This is an optimization exercise on Yosys and OpenROAD, whose aim is small area, not a production implementation. The RTL was checked by simulation tests, not by an equivalence proof against the original design. Power and IR drop assume default switching activity.

## flow/flow/run.sh

```bash
#!/bin/bash
# Standard layout with three changes: an area-oriented ABC script in synthesis
# (registers are untouched), the smallest buffer cell on the ports, and a
# leaner clock tree. Each tool's log is in orfs/logs; make's output is in
# standard_flow.log.
set -euo pipefail
here=$(pwd)
export FLOW_ABC_SCRIPT="$here/flow/abc_area.script"
export BUFFER_PORTS_ARGS="-buffer_cell sky130_fd_sc_hd__buf_1"
export CTS_ARGS="-sink_clustering_enable -repair_clock_nets -sink_clustering_size 15 -sink_clustering_max_diameter 80 -buf_list {sky130_fd_sc_hd__clkbuf_8} -dont_use_dummy_load"
bash standard.sh "SYNTH_SCRIPT=$here/flow/synth.tcl" finish > standard_flow.log 2>&1
```

## flow/flow/abc_area.script

```
strash
balance
rewrite
refactor
balance
rewrite
rewrite -z
balance
refactor -z
rewrite -z
balance
dch -f
amap
```

## flow/flow/synth.tcl

```tcl
# The standard flow's synthesis script (synth_recipe.tcl) with one change: the combinational
# logic is mapped by an area-oriented ABC script (flow/abc_area.script).
# Registers are mapped before ABC runs, so they are the standard synthesis's.
proc synth {args} { yosys synth -nofsm -noshare {*}$args }
proc abc {args} {
  set i [lsearch -exact $args -script]
  if {$i >= 0 && [string match *abc_area.script [lindex $args [expr {$i + 1}]]]} {
    lset args [expr {$i + 1}] $::env(FLOW_ABC_SCRIPT)
  }
  yosys abc {*}$args
}
source $::env(SCRIPTS_DIR)/synth.tcl
# left out here: clear keep_hierarchy, flatten, clean up, hide names made inside functions, write 1_2_yosys.v
```

## flow/standard.sh

```bash
#!/bin/bash
# synth_recipe.tcl (not shown) runs the flow's synth.tcl, then flattens the netlist and writes it again
# the make line also repeats each setting of config.mk as NAME=value (left out here)
make -C /OpenROAD-flow-scripts/flow DESIGN_CONFIG=/design/flow/config.mk WORK_HOME=/design/flow/orfs CLKGATE_MAP_FILE= SYNTH_SCRIPT=/design/flow/synth_recipe.tcl "${@:-finish}"
```

## flow/config.mk

```make
export PLATFORM = sky130hd
export DESIGN_NAME = anna_cpu
export DESIGN_NICKNAME = anna_cpu
export VERILOG_FILES = /design/flow/design.v
export SDC_FILE = /design/flow/constraint.sdc
export NUM_CORES = 4
export LEC_CHECK = 0
export ABC_AREA = 1
export CAP_MARGIN = 20
export CORE_MARGIN = 2
export CORE_UTILIZATION = 65
export SLEW_MARGIN = 20
```

## flow/constraint.sdc

```tcl
create_clock -name core_clock -period 10.0 [get_ports {clk}]
set_input_delay 2.0000 -clock core_clock [delete_from_list [all_inputs] [get_ports {clk}]]
set_output_delay 2.0000 -clock core_clock [all_outputs]
set_load 0.01 [all_outputs]
```

## flow/design.v

```verilog
module anna_cpu (
    input  wire        clk,
    input  wire        rst,           
    input  wire        run_start,
    input  wire [15:0] run_budget,
    output reg         done,
    output wire [1:0]  stop_reason,   
    output wire [1:0]  fault_code,    
    output reg  [1:0]  status,        
    output wire [15:0] pc,
    output wire [31:0] cycles,
    output wire        mem_req,
    output wire        mem_we,
    output wire [15:0] mem_addr,
    output wire [15:0] mem_wdata,
    input  wire        mem_gnt,
    input  wire [15:0] mem_rdata,
    input  wire        in_valid,
    input  wire [15:0] in_data,
    output wire        in_pop,
    output wire        out_valid,
    output wire [1:0]  out_kind,      
    output wire [15:0] out_data
);
    localparam [1:0] ST_HALTED = 2'd0, ST_RUNNING = 2'd1, ST_PAUSED = 2'd2;
    localparam [3:0] S_IDLE   = 4'd0,
                     S_START  = 4'd1,
                     S_FETCH  = 4'd2,
                     S_DATA   = 4'd3,
                     S_DEC    = 4'd4,
                     S_ALIGN  = 4'd5,
                     S_PASS   = 4'd6,
                     S_MEM    = 4'd7,
                     S_LDATA  = 4'd8,
                     S_OUT    = 4'd9,
                     S_COMMIT = 4'd10;
    reg [3:0]   st;
    reg [3:0]   ph;           
    reg [3:0]   pn;           
    reg         clr;          
    reg [111:0] rf;           
    reg [15:0]  t, g;         
    reg [15:0]  a;            
    reg [15:0]  b;            
    reg [15:0]  ir;
    reg [31:0]  cyc;
    reg ca, cp, c2, c3, seen;
    reg qz, qsg, psg;         
    reg dr, dr1, bd1, bd2, bq1, bq2, c4;
    reg qh, ql;               
    reg rsel, rneg;           
    assign pc        = a;
    assign mem_addr  = a;
    assign mem_wdata = b;
    assign out_data  = b;
    assign cycles    = cyc;
    wire [3:0] op  = ir[15:12];
    wire [2:0] rd  = ir[11:9];
    wire [2:0] rs1 = ir[8:6];
    wire [2:0] rs2 = ir[5:3];
    wire [2:0] fn  = ir[2:0];
    wire c_math  = (op == 4'd0);
    wire c_mul   = c_math && (fn == 3'd5);
    wire c_div   = c_math && (fn[2:1] == 2'b11);
    wire c_alu   = c_math && !c_mul && !c_div;
    wire c_jalr  = (op == 4'd1);
    wire c_in    = (op == 4'd2);
    wire c_addi  = (op == 4'd3);
    wire c_shf   = (op == 4'd4);
    wire c_lw    = (op == 4'd5);
    wire c_sw    = (op == 4'd6);
    wire c_lli   = (op == 4'd7);
    wire c_lui   = (op == 4'd8);
    wire c_br    = (op >= 4'd9) && (op <= 4'd14);
    wire c_o     = (op == 4'd15);
    wire c_inval = c_o && (fn > 3'd2);
    wire c_sent  = (ir == 16'hF000);
    wire c_halt  = c_o && (rd == 3'd0);
    wire c_outs  = c_o && (rd != 3'd0) && (fn == 3'd1);
    wire c_out   = c_o && (rd != 3'd0) && (fn != 3'd1);
    wire c_one   = c_alu || c_addi || c_lli || c_lui || c_in || c_jalr;
    assign stop_reason = {status[0], status[1]};
    assign fault_code  = {!c_in, c_in || c_div};
    wire [7:0] tap;
    assign tap[0] = 1'b0;
    genvar gi;
    generate
        for (gi = 1; gi < 8; gi = gi + 1) begin : g_tap
            assign tap[gi] = rf[16*(gi-1)];
        end
    endgenerate
    wire [2:0] qi = c_math ? rs2 : rd;
    wire p = tap[rs1];
    wire q = tap[qi];
    wire bz = (b == 16'd0);
    wire gz = (g == 16'd0);
    wire first = (ph == 4'd0);
    wire lastb = (ph == 4'd15);
    wire stp   = (pn == 4'd15);      
    wire pa    = (st == S_PASS) && !stp;
    wire cnt_on  = pa && (pn == {3'd0, c_div});
    wire cnt_off = !cnt_on;
    wire is6   = c_addi || c_lw || c_sw;
    wire irlo  = ir[ph[2:0]];
    wire immhi = ph[3] || (is6 && ph[2] && ph[1]);
    wire imm   = immhi ? (is6 ? ir[5] : ir[7]) : irlo;
    wire asub = c_math && (fn == 3'd1);
    wire ay   = c_math ? (q ^ asub) : imm;
    wire acin = first ? asub : ca;
    wire asum = p ^ ay ^ acin;
    wire acy  = (p & ay) | (p & acin) | (ay & acin);
    reg br_taken;
    always @(*) begin
        case (op)
            4'd9:    br_taken = qz;
            4'd10:   br_taken = !qz;
            4'd11:   br_taken = !qsg && !qz;
            4'd12:   br_taken = !qsg;
            4'd13:   br_taken = qsg;
            4'd14:   br_taken = qsg || qz;
            default: br_taken = 1'b0;
        endcase
    end
    wire use_t = c_lw || c_sw || (c_outs && bz);
    wire px    = use_t ? t[0] : a[0];
    wire py    = c_br && br_taken && imm;
    wire pcin  = first ? 1'b1 : cp;
    wire psum  = px ^ py ^ pcin;
    wire pcy   = (px & py) | (px & pcin) | (py & pcin);
    wire [5:0] sn    = ir[5:0];
    wire       sge   = (ph >= sn[3:0]);
    wire       s_pre = sn[5] && (!sn[4] || sge);
    wire       s_hold = !sn[5] && (sn[4] || !sge);
    reg  tx, ty, tz, tia, tib;
    wire ts1  = tx ^ ty ^ tz;
    wire tc1  = (tx & ty) | (tx & tz) | (ty & tz);
    wire tca  = first ? tia : ca;
    wire tcb  = first ? tib : c2;
    wire tsum = ts1 ^ tca ^ tcb;
    wire tc2  = (ts1 & tca) | (ts1 & tcb) | (tca & tcb);
    wire dfin  = (pn == 4'd10);
    wire negd  = !rneg ^ qsg;                    
    wire d2    = first ? qsg : (bq1 ^ qsg);      
    wire d4    = (ph[3:1] == 3'd0) ? qsg : (bq2 ^ qsg);
    always @(*) begin
        if (c_mul) begin                         
            tx  = (ph[3:1] == 3'd0) ? 1'b0 : bd2;
            ty  = ql & p;
            tz  = qh & dr1 & !first;
            tia = 1'b0;
            tib = 1'b0;
        end else if (dfin) begin                 
            tx  = t[0];
            ty  = rsel & d2;
            tz  = rneg & (q ^ qsg);
            tia = rsel & qsg;
            tib = rneg & qsg;
        end else begin                           
            tx  = first ? b[15] : dr;        
            ty  = rsel & d4;
            tz  = q ^ negd;
            tia = rsel & qsg;
            tib = negd;
        end
    end
    wire msum = tsum;
    wire r1   = tsum;
    wire rsum = tsum;
    wire dx2  = first ? b[14] : dr1;
    wire dya  = qsg ? q : ~q;
    wire dca  = first ? ~qsg : c3;
    wire r2a  = dx2 ^ dya ^ dca;
    wire r2ac = (dx2 & dya) | (dx2 & dca) | (dya & dca);
    wire dcc  = first ? qsg : c4;
    wire cc   = c3;                  
    wire gb   = c4;                  
    wire r2b  = r2a ^ d2 ^ dcc;
    wire r2bc = (r2a & d2) | (r2a & dcc) | (d2 & dcc);
    wire qstr = bd2;
    wire isdivq = (fn == 3'd6);
    wire nv    = (pn == 4'd1) ? p : (isdivq ? qstr : rsum);
    wire nneg  = (pn == 4'd1) ? psg : (isdivq ? (psg ^ qsg) : psg);
    wire seen0 = first ? 1'b0 : seen;
    wire nout  = nv ^ (nneg & seen0);
    reg        wr;         
    reg        wbit;
    reg        a_sh, a_in;
    reg        b_sh, b_in;
    reg        t_wr, t_in;
    always @(*) begin
        wr = 1'b0; wbit = 1'b0;
        a_sh = 1'b0; a_in = psum;
        b_sh = 1'b0; b_in = 1'b0;
        t_wr = 1'b0; t_in = 1'b0;
        if (st == S_PASS && stp) b_sh = 1'b1;
        if (pa) begin
            if (c_one) begin
                wr = 1'b1;
                a_sh = 1'b1;
                if (c_jalr) begin
                    a_in = q;
                    wbit = psum;
                end else if (c_alu) begin
                    case (fn)
                        3'd2:    wbit = p & q;
                        3'd3:    wbit = p | q;
                        3'd4:    wbit = ~p;
                        default: wbit = asum;
                    endcase
                end else if (c_addi) wbit = asum;
                else if (c_lli) wbit = imm;
                else if (c_lui) wbit = ph[3] ? irlo : q;
                else begin                        
                    wbit = b[0];
                    b_sh = 1'b1;
                end
            end
            if (c_br && pn == 4'd1) a_sh = 1'b1;
            if (c_shf) begin
                case (pn)
                    4'd0: begin b_sh = 1'b1; b_in = p; end
                    4'd1: b_sh = s_pre;
                    default: begin
                        b_sh = !s_hold;
                        wr   = 1'b1;
                        wbit = !s_hold && b[0];
                        a_sh = 1'b1;
                    end
                endcase
            end
            if (c_lw || c_sw) begin
                if (pn == 4'd0) begin
                    a_sh = 1'b1; a_in = asum;
                    t_wr = 1'b1; t_in = a[0];
                    if (c_sw) begin b_sh = 1'b1; b_in = q; end
                end else begin
                    a_sh = 1'b1;
                    if (c_lw) begin wr = 1'b1; wbit = b[0]; b_sh = 1'b1; end
                end
            end
            if (c_out) begin
                a_sh = 1'b1;
                b_sh = 1'b1; b_in = q;
            end
            if (c_outs) begin
                a_sh = 1'b1;
                if (pn == 4'd0) begin
                    a_in = q;
                    t_wr = 1'b1; t_in = a[0];
                end
            end
            if (c_mul) begin
                b_sh = (pn == 4'd0) || (ph[3:1] != 3'd0);
                b_in = (pn == 4'd0) ? q : b[0];
                t_wr = 1'b1;
                t_in = (pn == 4'd0) ? 1'b0 : msum;
                if (pn == 4'd8) begin
                    wr = 1'b1; wbit = msum; a_sh = 1'b1;
                end
            end
            if (c_div) begin
                if (pn == 4'd1) begin
                    b_sh = 1'b1; b_in = nout;
                    t_wr = 1'b1; t_in = 1'b0;
                end else if (pn != 4'd0) begin
                    b_sh = 1'b1; b_in = qstr;
                    if (pn == 4'd10) begin
                        wr = 1'b1; wbit = nout; a_sh = 1'b1;
                    end else begin
                        t_wr = 1'b1; t_in = r2a;
                    end
                end
            end
        end
    end
    wire [2:0] wsel = c_jalr ? rs1 : rd;
    wire clrp = (st == S_PASS) && stp && clr;
    integer i;
    always @(posedge clk) begin
        for (i = 1; i < 8; i = i + 1) begin
            if (clrp)
                rf[16*(i-1) +: 16] <= {1'b0, rf[16*(i-1)+1 +: 15]};
            else if (wr && (wsel == i))
                rf[16*(i-1) +: 16] <= {wbit, rf[16*(i-1)+1 +: 15]};
            else
                rf[16*(i-1) +: 16] <= {rf[16*(i-1)], rf[16*(i-1)+1 +: 15]};
        end
        t <= {t_wr ? t_in : t[0], t[15:1]};
        if (st == S_PASS && stp)
            g <= {b[0], g[15:1]};
        else if (cnt_on)
            g <= {g[0] ^ (first | gb), g[15:1]};
        else
            g <= {g[0], g[15:1]};
    end
    wire ccin  = first | cc;
    wire cs0   = cyc[0] ^ ccin;
    wire cs1   = cyc[1] ^ (cyc[0] & ccin);
    wire cy_sh = !rst && cnt_on;
    wire cy_hd = !rst && cnt_off;
    wire a_sr  = !rst && a_sh;
    wire a_hd  = !rst && !a_sh;
    wire b_ldm = (st == S_LDATA);
    wire b_ldr = (st == S_IDLE) && run_start;
    wire b_hd  = !b_sh && !b_ldm && !in_pop && !b_ldr;
    always @(posedge clk) begin
        cyc <= ({32{cy_hd}} & cyc) | ({32{cy_sh}} & {cs1, cs0, cyc[31:2]});
        a   <= ({16{a_hd}} & a) | ({16{a_sr}} & {a_in, a[15:1]});
        b   <= ({16{b_hd}} & b) | ({16{b_sh}} & {b_in, b[15:1]}) | ({16{b_ldm}} & mem_rdata)
             | ({16{in_pop}} & in_data) | ({16{b_ldr}} & run_budget);
        if (st == S_DATA) ir <= mem_rdata;
        ca   <= (c_mul || c_div) ? tc1 : acy;
        c2   <= tc2;
        c3   <= cnt_on ? (cyc[1] & cyc[0] & ccin) : r2ac;
        c4   <= cnt_on ? ((first | gb) & !g[0]) : r2bc;
        bq1  <= q;
        bq2  <= bq1;
        cp   <= pcy;
        seen <= seen0 | nv;
        dr   <= t[0];
        dr1  <= c_mul ? p : r1;
        if (pa && lastb && c_div && pn != 4'd1) begin
            bd1 <= !r1;
            bd2 <= !(r1 ? r2b : r2a);
        end else begin
            bd1 <= c_mul ? t[0] : b[0];
            bd2 <= bd1;
        end
        if (pn == 4'd0) begin
            qz <= (first ? 1'b1 : qz) & !q;
            if (lastb) begin qsg <= q; psg <= p; end
        end
        if (pa && lastb) begin
            if (c_mul) begin
                qh <= (pn == 4'd0) ? q : b[0];
                ql <= b[15];
            end
            if (c_div) begin
                if (pn == 4'd1) begin
                    rsel <= 1'b0;
                    rneg <= 1'b0;
                end else begin
                    rsel <= r1;
                    rneg <= r1 ? r2b : r2a;
                end
            end
        end
    end
    assign mem_req   = (st == S_FETCH) || (st == S_MEM);
    assign mem_we    = (st == S_MEM) && c_sw;
    assign out_valid = (st == S_OUT);
    assign out_kind  = c_outs ? {1'b1, bz} : {1'b0, ir[1]};
    assign in_pop    = (st == S_DEC) && c_in && in_valid;
    always @(posedge clk) begin
        if (rst) begin
            st      <= S_IDLE;
            ph      <= 4'd0;
            clr     <= 1'b1;
            status  <= ST_HALTED;
            done    <= 1'b0;
        end else begin
            ph   <= ph + 4'd1;
            done <= 1'b0;
            case (st)
                S_IDLE: if (run_start) st <= S_START;
                S_START: begin
                    if (bz) begin
                        done   <= 1'b1;
                        status <= ST_PAUSED;
                        st     <= S_IDLE;
                    end else begin
                        pn  <= 4'd15;
                        st  <= S_ALIGN;
                    end
                end
                S_FETCH: if (mem_gnt) st <= S_DATA;
                S_DATA: begin
                    status <= ST_RUNNING;
                    st     <= S_DEC;
                end
                S_DEC: begin
                    pn <= 4'd0;
                    if (c_inval || (c_in && !in_valid)) begin
                        done <= 1'b1;
                        st   <= S_IDLE;
                    end else if (c_sent) begin
                        done   <= 1'b1;
                        status <= ST_HALTED;
                        st     <= S_IDLE;
                    end else begin
                        st <= S_ALIGN;
                    end
                end
                S_ALIGN: if (lastb) st <= S_PASS;
                S_PASS: begin
                    if (lastb) begin
                        if (stp) begin
                            clr <= 1'b0;
                            st  <= S_FETCH;
                        end else begin
                            pn <= pn + 4'd1;
                            if (c_mul) begin
                                if (pn == 4'd8) st <= S_COMMIT;
                            end else if (c_div) begin
                                if (pn == 4'd0 && qz && !q) begin
                                    done <= 1'b1;
                                    st   <= S_IDLE;
                                end
                                if (pn == 4'd10) st <= S_COMMIT;
                            end else if (c_br) begin
                                if (pn == 4'd1) st <= S_COMMIT;
                            end else if (c_shf) begin
                                if (pn == 4'd2) st <= S_COMMIT;
                            end else if (c_lw || c_sw) begin
                                st <= (pn == 4'd0) ? S_MEM : S_COMMIT;
                            end else if (c_out) begin
                                st <= S_OUT;
                            end else if (c_outs) begin
                                pn <= 4'd1;
                                st <= (pn != 4'd0 && bz) ? S_COMMIT : S_MEM;
                            end else begin
                                st <= S_COMMIT;
                            end
                        end
                    end
                end
                S_MEM: if (mem_gnt) st <= c_sw ? S_ALIGN : S_LDATA;
                S_LDATA: st <= c_outs ? S_OUT : S_ALIGN;
                S_OUT: st <= c_outs ? S_ALIGN : S_COMMIT;
                S_COMMIT: begin
                    if (c_halt) begin
                        done   <= 1'b1;
                        status <= ST_HALTED;
                        st     <= S_IDLE;
                    end else if (gz) begin
                        done   <= 1'b1;
                        status <= ST_PAUSED;
                        st     <= S_IDLE;
                    end else begin
                        st <= S_FETCH;
                    end
                end
                default: st <= S_IDLE;
            endcase
        end
    end
endmodule
```

==> results of run 1 <==
[how the worst max path moves through the flow]
| stage | startpoint | endpoint | slack, ns | cells after the start |
|---|---|---|---|---|
| final | ir[14] | rf[47] | 3.18 | 22 |
| after global routing | ir[14] | rf[47] | 2.68 | 22 |
| after CTS | ir[14] | rf[47] | 3.37 | 22 |
| after detailed placement | ir[14] | rf[47] | 3.40 | 22 |
| after global placement | ir[12] | rf[47] | 3.68 | 23 |
| after floorplan | ir[14] | rf[31] | 4.53 | 22 |
[layer usage]
metal | share of wire [%] | vias up | global-route usage, %
met2 | 46 | 434 | 49.5
met3 | 8.5 | 70 | 4.11
met5 | 0 | - | 0
met1 | 43 | 3412 | 41.0
li1 | - | 3563 | -
met4 | 3.3 | 0 | 10.7
[power by group]
part / switching [uW] / leakage (uW) / internal (uW) / total, uW
sequential: 64.6 / 0.00212 / 1120 / 1180
clock: 302 / 0.000151 / 189 / 491
combinational: 270 / 0.00124 / 149 / 419
total: 636 / 0.00351 / 1450 / 2090
[registers in the layout (all words and copies together) (netlist names), 2 cells and up]
signal and flops:
b 16, rf 112, g 16, ph 4, t 16, a 16, ir 16, cyc 32
st 4, status 2, pn 4
[worst max-delay path, delay by kind of cell, from the launching register on]
| family | cells | cell delay (ns) |
|---|---|---|
| AO/OA/AOI/OAI | 12 | 2.91 |
| AND/OR/NAND/NOR | 3 | 0.97 |
| flip-flops | 1 | 0.47 |
| adder cells (fa/ha/maj) | 2 | 1.14 |
| buffers and inverters | 5 | 1.14 |
[layout by cell type, fill, tap and decap left out, types with 7 or more instances in the layout]
cell type and count:
nand2_1 46, buf_4 7, nand4_1 11, a222oi_1 7, nor2_1 98, ha_1 13
a22oi_1 13, a221oi_1 8, o221ai_1 11, clkbuf_8 21, a21oi_1 29, o22ai_1 78
nand3_1 10, edfxtp_1 27, clkinv_1 155, or2_0 8, o211a_1 8, dfxtp_1 232
buf_1 161, o21ai_0 35, nor3_1 29, a31oi_1 9, nor4_1 11
[layout make-up]
type | instances | area, um^2
multi-input combinational | 483 | 2930
fill | 1059 | 3750
tap | 180 | 225
sequential | 259 | 5460
clock buffer | 21 | 289
timing repair buffer | 168 | 657
inverter | 155 | 582
[synthesized netlist by cell type (10+ instances only)]
cell type | number | share of area, %
a21oi_1 | 29 | 1.6
o221ai_1 | 11 | 1.0
nor3_1 | 29 | 1.6
edfxtp_1 | 27 | 8.8
clkinv_1 | 155 | 6.3
buf_4 | 35 | 2.8
nor2_1 | 98 | 4.0
nand3_1 | 10 | 0.54
nand2_1 | 46 | 1.9
nand4_1 | 11 | 0.75
dfxtp_1 | 232 | 50
o21ai_0 | 36 | 2.0
o22ai_1 | 78 | 5.3
a22oi_1 | 13 | 1.1
ha_1 | 13 | 1.8
nor4_1 | 11 | 0.75
[cell families after synthesis]
logic type,Yosys count
flip-flops,259
adder cells (fa/ha/maj),19
AO/OA/AOI/OAI,245
AND/OR/NAND/NOR,219
buffers and inverters,190
[per-stage QoR]
step	cells	hold slack (ns)	power [uW]	instance area [um^2]
floorplan	932	0.310	1510	9230
global placement	1245	0.310	1610	9840
detailed placement	1245	0.312	1610	9840
CTS	1266	0.311	2090	10100
global route	1266	0.320	2190	10100
finish	1266	0.302	2090	10100
==> results.ini, run 1 <==
[yosys]
synth_edf_count=27
syn_inst=932
syn_nets=1004
async_reset_ff_share_pct=0
synth_mux_area_share_pct=0
synth_top_family_by_area=compound AO/OA/AOI/OAI gates
ys_seq_elements=259
yosys.area_share.simple_pct=10.4
synth_ff_type=dfxtp_1
synthDistinctLibCells=43
yosysWarningCount=1
syn-mean-instance-area_um2=9.90
synth-seq-area-share_pct=59.1
synthAdderAreaFrac_pct=3.07
synth-compound-area-share_pct=18.2
synth_xor_area_share_pct=0
synth_area_um2=9230

[timing]
rsz0062_at_grt=false
tns_ns=0
timing.final.hold_violations=0
finalCritPeriodShare_pct=68.2
relSlewSlack_pct=30.8
worst_pin_slew_ns=1.03
timing.fmax_ghz=0.147
fin_skew_ns=0.0505
finalMaxSlewViolations=0
finalSetupViolCount=0
setup_slack_ns=3.18
period_needed_ns=6.82

[clock_tree]
cts.repair.resized=0
clkTransAtPathRegs_ns=0.10
h-tree-depth=1
insertion_delay_ns=0.53
cts_root_buffer=clkbuf_8
clk_path_buf_depth=3
post_cts_buffers=0
cts_tree=done
cts_buffers=21
cts.sink_count=259
cts.hold.buffers_added=0

[critical_path]
reg2reg_depth=22
crit_type=reg2reg
crit_slowest_cell=fa_1
reg2reg_from=ir[14]
path_max_fanout=10
arrival_ns=7.17
rr_endpoint=rf[47]
max_stage_delay_ns=0.62
start_kind=flop
r2r_slack_ns=3.18
cp.required_ns=10.35
cp-end-kind=flop
path_cells=or2_0 > nor2_1 > clkinv_1 > o22ai_1 > clkinv_1 > a22oi_1 > o22ai_1 > o22ai_1 > clkinv_1 > o22ai_1 > a311o_1 > o21ai_0 > fa_1 > clkinv_1 > fa_1 > clkinv_1 > a21oi_1 > o22ai_1 > nand2_1 > o21ai_0 > o221ai_1 > a221oi_1

[die]
die_w_um=123
rows=43
ios=162
coreArea_um2=13900
die_h_um=123
start_util_pct=66.5
die_area_um2=15200

[placed_design]
io_buffers=161
place_ws_ns=3.40
gp_congestion=1.01
place_hpwl_mm=16.5

[routing]
drc=0
avgRoutedWirePerCell_um=17.9
avgViaCountPerCell=5.91
vias=7479
drtIter0Drc=595
ant_nets=0
first_pass_iters=5
wirelength_mm=22.7

[global_routing]
overflow=0
grt_max_degree=33
first_global_vias=6885
grtUsageTotal_pct=30.1
antenna_found_initial=0
grt_pass1_wl_mm=35.4

[pwr]
p_leak_uw=0.00351
vdd_drop_max_v=0.000174
p_per_area_nw_per_um2=206

[final_layout]
finalNetCount=1160
diodes=0
layout-drive-gt1-share_pct=2.58
area_growth_pct=9.85
fin_util_pct=73.0

[min_path]
min_to=rf[64]
min-delay-path-class=reg2reg
min-delay-start=rf[65]
whs_path_depth=0

[job]
drv_cap=0

[status]
status=timing/DRC/antenna clean

==> run 2: changes to the inputs <==
--- a/flow/flow/run.sh
+++ b/flow/flow/run.sh
@@ -8,4 +8,4 @@
 export FLOW_ABC_SCRIPT="$here/flow/abc_area.script"
 export BUFFER_PORTS_ARGS="-buffer_cell sky130_fd_sc_hd__buf_1"
-export CTS_ARGS="-sink_clustering_enable -repair_clock_nets -sink_clustering_size 15 -sink_clustering_max_diameter 80 -buf_list {sky130_fd_sc_hd__clkbuf_8} -dont_use_dummy_load"
+export CTS_ARGS="-sink_clustering_enable -repair_clock_nets -sink_clustering_size 18 -sink_clustering_max_diameter 80 -buf_list {sky130_fd_sc_hd__clkbuf_8} -dont_use_dummy_load"
 bash standard.sh "SYNTH_SCRIPT=$here/flow/synth.tcl" finish > standard_flow.log 2>&1
--- a/flow/flow/abc_area.script
+++ b/flow/flow/abc_area.script
@@ -12,2 +12,8 @@
 dch -f
 amap
+strash
+dch -f
+amap
+strash
+dch -f
+amap
--- a/flow/config.mk
+++ b/flow/config.mk
@@ -9,4 +9,4 @@
 export CAP_MARGIN = 20
 export CORE_MARGIN = 2
-export CORE_UTILIZATION = 65
+export CORE_UTILIZATION = 75
 export SLEW_MARGIN = 20
==> results.ini, run 2 <==
[status]
status=timing/DRC/antenna clean

[yosys]
async_reset_ff_share_pct=0  ; unchanged
synth_common_cells=dfxtp_1, clkinv_1, nor2_1, o22ai_1, nand2_1
synth_area_um2=9160  ; -0.72%
synth_area_leaders=dfxtp_1, edfxtp_1, clkinv_1
syn-mean-instance-area_um2=9.96  ; +0.58%
yosys.cell_count.top_type=dfxtp_1
yosysTopAreaCellShare_pct=50.7  ; +0.36 points
yosys.area.top_type=dfxtp_1
synthDistinctLibCells=43  ; unchanged
syn_inst=920  ; -1.3%
ys_seq_elements=259  ; unchanged
syn_nets=992  ; -1.2%
synth_edf_count=27  ; unchanged
yosysWarningCount=1  ; unchanged
synth-seq-area-share_pct=59.6  ; +0.43 points
synth_ff_type=dfxtp_1

[final_layout]
layout_common_cells=dfxtp_1, buf_1, clkinv_1
layout-drive-gt1-share_pct=2.15  ; -0.42 points
largest_reg_flops=112  ; unchanged
reg_top3=rf: 112 flops, cyc: 32 flops
finalNetCount=1142  ; -1.6%
area_growth_pct=8.85
largest-register=rf
final_common_cell=dfxtp_1
final_cells=1217  ; -3.9%

[timing]
finalSetupViolCount=0  ; unchanged
fin_skew_ns=0.0410  ; -0.00949 ns
finalMaxSlewViolations=0  ; unchanged
whs_ns=0.327  ; +0.0257 ns
period_needed_ns=6.43  ; -0.389 ns
finalCritPeriodShare_pct=64.3  ; -3.9 points
timing.final.hold_violations=0  ; unchanged
relSlewSlack_pct=20.6  ; -10 points
tns_ns=0  ; unchanged
timing.fmax_ghz=0.155  ; +6.0%
worst_pin_slew_ns=1.18  ; +0.152 ns
rsz0062_at_grt=false

[die]
rows=40  ; -7.0%
die_h_um=115  ; -7.0%
die_area_um2=13100  ; -14%
start_util_pct=76.6  ; +10 points
die_w_um=115  ; -7.0%
coreArea_um2=12000  ; -14%
ios=162  ; unchanged

[clock_tree]
cts.hold.buffers_added=0  ; unchanged
cts.repair.resized=0  ; unchanged
cts_buffers=18  ; -14%
cts_root_buffer=clkbuf_8
h-tree-depth=1  ; unchanged
cts_tree=done
clkTransAtPathRegs_ns=0.12  ; +0.02 ns
clk_path_buf_depth=3  ; unchanged
cts.sink_count=259  ; unchanged
post_cts_buffers=0  ; unchanged
insertion_delay_ns=0.53  ; about the same

[global_routing]
antenna_found_initial=1  ; +1
first_global_vias=7791  ; +13%
grtUsageTotal_pct=39.3  ; +9.2 points
grt_max_degree=33  ; unchanged
overflow=0  ; unchanged
grt_pass1_wl_mm=39.9  ; +13%

[critical_path]
rr_endpoint=rf[111]
path_max_fanout=12  ; +2
crit_slowest_cell=fa_1
cp-end-kind=flop
r2r_slack_ns=3.57  ; +0.39 ns
cpMostUsedCell=clkinv_1
reg2reg_from=ir[12]
cp.depth=25  ; +14%
crit_type=reg2reg
crit_family=compound AO/OA/AOI/OAI gates
max_stage_delay_ns=0.64  ; +0.02 ns
start_kind=flop
cp.required_ns=10.36  ; about the same
arrival_ns=6.80  ; -0.37 ns
reg2reg_depth=25  ; +14%
path_buf_inv=6  ; +1

[routing]
wirelength_mm=25.9  ; +14%
ant_nets=0  ; unchanged
avgViaCountPerCell=6.65  ; +13%
drc=0  ; unchanged
avgRoutedWirePerCell_um=21.3  ; +19%
first_pass_iters=8  ; +3
vias=8089  ; +8.2%
drtIter0Drc=1163  ; +95%

[min_path]
min-delay-start=rf[18]
min_to=rf[17]
min-delay-path-class=reg2reg
whs_path_depth=0  ; unchanged

[pwr]
switching_share_pct=31.7  ; +1.3 points
power.internal_uw=1440  ; -0.76%
power_frac_clock_pct=21.6  ; -1.9 points
power_frac_seq_pct=56.2  ; -0.3 points
switching_power_uw=671  ; +5.4%
p_leak_uw=0.00345  ; -1.7%
power_frac_comb_pct=22.2  ; +2.2 points
p_per_area_nw_per_um2=212  ; +2.8%
vdd_drop_max_v=0.000191  ; +10%
p_total_uw=2110  ; +1.1%

[placed_design]
io_buffers=161  ; unchanged
place_hpwl_mm=18.8  ; +13%
dp.cells=1197  ; -3.9%
gp_congestion=1.00  ; -0.55%

[job]
drv_cap=0  ; unchanged

-- run 2: cell types whose count changed in the layout (fill, tap and decap cells not counted), moves of 6 or more --
| cell | previous run | this run |
|---|---|---|
| a222oi_1 | 7 | 16 |
| o211a_1 | 8 | 0 |
| o22a_1 | 1 | 9 |
| o221ai_1 | 11 | 18 |
| a221oi_1 | 8 | 2 |
| a21oi_1 | 29 | 21 |
-- run 2: stage by stage --
step           setup slack, ns  util (%)  area [um^2]
3_5_place_dp              3.86      81.2         9710
2_1_floorplan             4.38         -         9160
4_1_cts                   3.78      83.3         9960
3_3_place_gp              4.20      81.2         9710
6_report                  3.57      83.3         9970
5_1_grt                   3.17      83.3         9960
-- run 2: cell type report --
cell class,count,area [um^2]
sequential,259,5460
multi-input combinational,471,2860
inverter,155,582
timing repair buffer,165,634
tap,147,184
clock buffer,18,248
antenna,2,5.00
fill,667,1990
-- run 2: worst reg2reg max path, cell delays in order, from the launching register on --
cell and delay [ns]:
edfxtp_1 0.50, nor2_1 0.18, clkinv_1 0.14, nor2_1 0.47, clkinv_1 0.30, o22ai_1 0.34, clkinv_1 0.20, o22ai_1 0.15
nor2_1 0.06, a311oi_1 0.27, a31oi_1 0.07, buf_4 0.19, o22ai_1 0.27, a311oi_1 0.13, o21ai_0 0.11, o21ai_0 0.13
fa_1 0.50, clkinv_1 0.08, fa_1 0.64, clkinv_1 0.23, a22oi_1 0.23, o22ai_1 0.13, nand2_1 0.09, o21ai_0 0.10
o221ai_1 0.56, a21oi_1 0.19
-- run 2: worst max-delay path by stage --
stage | from | endpoint | slack [ns]
2_1_floorplan | ir[14] | b[15] | 4.38
3_3_place_gp | ir[14] | b[15] | 4.20
3_5_place_dp | ir[14] | rf[15] | 3.86
4_1_cts | ir[12] | b[15] | 3.78
5_1_grt | ir[12] | b[15] | 3.17
6_report | ir[12] | rf[111] | 3.57
-- run 2: cell families (layout without fill, tap and decap cells) --
family	after synthesis	after routing	share of synthesized area, %
compound gates	235	235	17.7
fa+ha+maj	19	19	3.09
buf+inv	190	338	9.22
flops	259	259	59.6
other cells	0	2	0
simple gates	217	217	10.4
-- run 2: per-layer routing --
| layer | wire length [um] | vias up | global-route usage (%) |
|---|---|---|---|
| li1 | - | 3508 | - |
| met1 | 9080 | 3664 | 47.3 |
| met2 | 12100 | 730 | 65.2 |
| met3 | 2930 | 187 | 8.68 |
| met4 | 1760 | 0 | 22.4 |
| met5 | 0 | - | 0 |
-- run 2: power by group through the flow --
stage               combinational [uW]  clock, uW  sequential [uW]
finish                             468        457             1190
global route                       501        495             1190
CTS                                452        457             1180
detailed placement                 443          0             1200
global placement                   420          0             1200
floorplan                          320          0             1200
==> run 3: changes to the inputs <==
--- a/flow/config.mk
+++ b/flow/config.mk
@@ -9,4 +9,4 @@
 export CAP_MARGIN = 20
 export CORE_MARGIN = 2
-export CORE_UTILIZATION = 75
+export CORE_UTILIZATION = 65
 export SLEW_MARGIN = 20
==> results.ini, run 3 <==
[status]
status=timing/DRC/antenna clean

[critical_path]
cp-end-kind=flop
start_kind=flop
crit_type=reg2reg
cp.required_ns=10.41  ; +0.05 ns
crit_slowest_cell=fa_1
cpMostUsedCell=clkinv_1
worstSetupStartpoint=ir[12]
rr_endpoint=b[15]
path_max_fanout=12  ; unchanged
crit_path_end=b[15]
r2r_slack_ns=3.73  ; +0.16 ns
max_stage_delay_ns=0.60  ; -0.04 ns
reg2reg_depth=30  ; +20%
arrival_ns=6.68  ; -0.12 ns
reg2reg_from=ir[12]

[pwr]
switching_share_pct=30.5  ; -1.2 points
power.internal_uw=1440  ; -0.23%
switching_power_uw=632  ; -5.8%
power_frac_seq_pct=56.9  ; +0.7 points
vdd_drop_max_v=0.000166  ; -13%
p_per_area_nw_per_um2=207  ; -2.4%
p_leak_uw=0.00345  ; about the same
power_frac_comb_pct=21.0  ; -1.2 points
power_frac_clock_pct=22.2  ; +0.6 points

[placed_design]
gp_congestion=0.985  ; -1.4%
dp.cells=1230  ; +2.8%
place_hpwl_mm=16.2  ; -14%
place_ws_ns=3.92  ; +0.0606 ns
io_buffers=161  ; unchanged

[global_routing]
grt_max_degree=33  ; unchanged
antenna_found_initial=0  ; -1
grtUsageTotal_pct=29.1  ; -10 points
overflow=0  ; unchanged
first_global_vias=6780  ; -13%
grt_pass1_wl_mm=34.1  ; -15%

[final_layout]
diodes=0  ; -2
fin_util_pct=72.4  ; -11 points
final_common_cell=dfxtp_1
multi_input_area_um2=2860  ; about the same
reg_top3=rf: 112 flops, cyc: 32 flops
regArea_um2=5460  ; unchanged
finalNetCount=1142  ; unchanged
layout_common_cells=dfxtp_1, buf_1, clkinv_1
final_cells=1248  ; +2.5%
largest_reg_flops=112  ; unchanged
fillerInstances=1061  ; +59%
largest-register=rf
area_growth_pct=9.26
layout-drive-gt1-share_pct=2.15  ; unchanged

[routing]
wirelength_mm=21.9  ; -15%
ant_nets=0  ; unchanged
avgViaCountPerCell=5.88  ; -12%
vias=7340  ; -9.3%
drtIter0Drc=682  ; -41%
drc=0  ; unchanged
avgRoutedWirePerCell_um=17.6  ; -17%
first_pass_iters=6  ; -2

[timing]
period_needed_ns=6.27  ; -0.165 ns
setup_slack_ns=3.73  ; +0.165 ns
tns_ns=0  ; unchanged
timing.final.hold_violations=0  ; unchanged
whs_ns=0.287  ; -0.0406 ns
finalCritPeriodShare_pct=62.7  ; -1.6 points
finalSetupViolCount=0  ; unchanged
rsz0062_at_grt=false
fin_skew_ns=0.0587  ; +0.0177 ns
relSlewSlack_pct=25.7  ; +5.1 points
timing.fmax_ghz=0.160  ; +2.6%
worst_pin_slew_ns=1.10  ; -0.0758 ns
finalMaxSlewViolations=0  ; unchanged

[yosys]
synth_edf_count=27  ; unchanged
yosys.area.top_type=dfxtp_1
yosys.cell_count.top_type=dfxtp_1
synth_area_um2=9160  ; unchanged
yosysWarningCount=1  ; unchanged
synth_ff_type=dfxtp_1
synth_common_cells=dfxtp_1, clkinv_1, nor2_1, o22ai_1, nand2_1
synthDistinctLibCells=43  ; unchanged
syn_inst=920  ; unchanged
synth_area_leaders=dfxtp_1, edfxtp_1, clkinv_1
async_reset_ff_share_pct=0  ; unchanged
ys_seq_elements=259  ; unchanged
syn_nets=992  ; unchanged
syn-mean-instance-area_um2=9.96  ; unchanged
yosysTopAreaCellShare_pct=50.7  ; unchanged
synth-seq-area-share_pct=59.6  ; unchanged

[clock_tree]
cts.hold.buffers_added=0  ; unchanged
h-tree-depth=1  ; unchanged
clkTransAtPathRegs_ns=0.11  ; about the same
post_cts_buffers=0  ; unchanged
insertion_delay_ns=0.54  ; about the same
cts.repair.resized=0  ; unchanged
cts_tree=done
cts_root_buffer=clkbuf_8
cts.sink_count=259  ; unchanged
cts_buffers=18  ; unchanged
clk_path_buf_depth=3  ; unchanged

[die]
die_w_um=123  ; +7.2%
die_area_um2=15100  ; +15%
ios=162  ; unchanged
rows=43  ; +7.5%
coreArea_um2=13800  ; +16%
start_util_pct=66.2  ; -10 points
die_h_um=123  ; +7.2%

[min_path]
min-delay-path-class=reg2reg
whs_path_depth=0  ; unchanged

[job]
drv_cap=0  ; unchanged

==> run 3: area by class of cell <==
cell class	instances	share of cell area [%]
clock buffers	18	2.48
flip-flops and latches	259	54.5
well taps	180	2.25
repair buffers	165	6.34
multi-input cells	471	28.6
inverters	155	5.81
==> run 3: logic make-up (layout without fill, tap and decap cells) <==
group	after synthesis	count (layout)	share of synthesized area [%]
buffers and inverters	190	338	9.22
adders and majority gates	19	19	3.09
and+or+nand+nor	217	217	10.4
DFF	259	259	59.6
AOI/OAI and AO/OA	235	235	17.7
==> run 3: worst max-delay path: cells and delay by family, from the launching register on <==
kind | cells | cell delay (ns)
AOI/OAI and AO/OA | 16 | 2.52
buffers and inverters | 6 | 1.09
adders and majority gates | 2 | 1.10
DFF | 1 | 0.48
and+or+nand+nor | 6 | 0.93
==> run 3: through the flow <==
stage                     instance area [um^2]  total power [uW]
after global placement                    9760              1620
after detailed placement                  9760              1630
after global routing                     10000              2170
final                                    10000              2070
after CTS                                10000              2080
after floorplan                           9160              1520
==> run 3: power groups by stage <==
stage          clock (uW)  sequential (uW)  combinational [uW]
6_report              459             1180                 434
5_1_grt               506             1190                 479
4_1_cts               472             1180                 428
3_5_place_dp            0             1200                 427
3_3_place_gp            0             1200                 418
2_1_floorplan           0             1200                 320
==> run 3: worst min-delay path by stage <==
stage / slack (ns) / to / start
after CTS: 0.29 / rf[44] / rf[45]
after floorplan: 0.31 / rf[0] / rf[1]
after detailed placement: 0.31 / rf[98] / rf[99]
after global routing: 0.31 / rf[19] / rf[20]
final: 0.29 / rf[44] / rf[45]
after global placement: 0.31 / rf[23] / rf[24]
==> run 3: routing by layer <==
metal	vias up	GRT usage, %	routed length (um)	share of wire [%]
li1	3524	-	-	-
met1	3345	38.5	9230	42
met2	397	46.8	9910	45
met3	74	5.67	1950	8.9
met4	0	12.4	845	3.9
met5	-	0	0	0

-- port drivers added, routing unchanged --
The results above use ideal ports. As a check the final layouts listed here were re-extracted and re-timed, cells and wires unchanged. Step 1 sets driving cells, clkbuf_16 on the clock port and buf_2 on the other inputs (assumed; they add their load-dependent delay and slew). Step 2, shift: input delay + t, output delay - t, t = (earliest + latest rising clock arrival at the registers) / 2. This alone moves slack from input paths to output paths. Slacks: ideal / step 1 / step 2; pairs: ideal / step 1.
run | shift t [ns] | setup slack, ns | worst setup path after step 2 | clock arrival spread, ns | slew at the worst register clock pin (ns)
run 1 | 0.544 | 3.177 / 3.177 / 3.177 | register to register | 0.051 / 0.050 | 0.10 / 0.10
run 2 | 0.545 | 3.566 / 3.566 / 3.566 | register to register | 0.041 / 0.041 | 0.12 / 0.12
run 3 | 0.552 | 3.731 / 3.731 / 3.731 | register to register | 0.059 / 0.059 | 0.11 / 0.11
After both steps setup and hold are still met in every run listed.
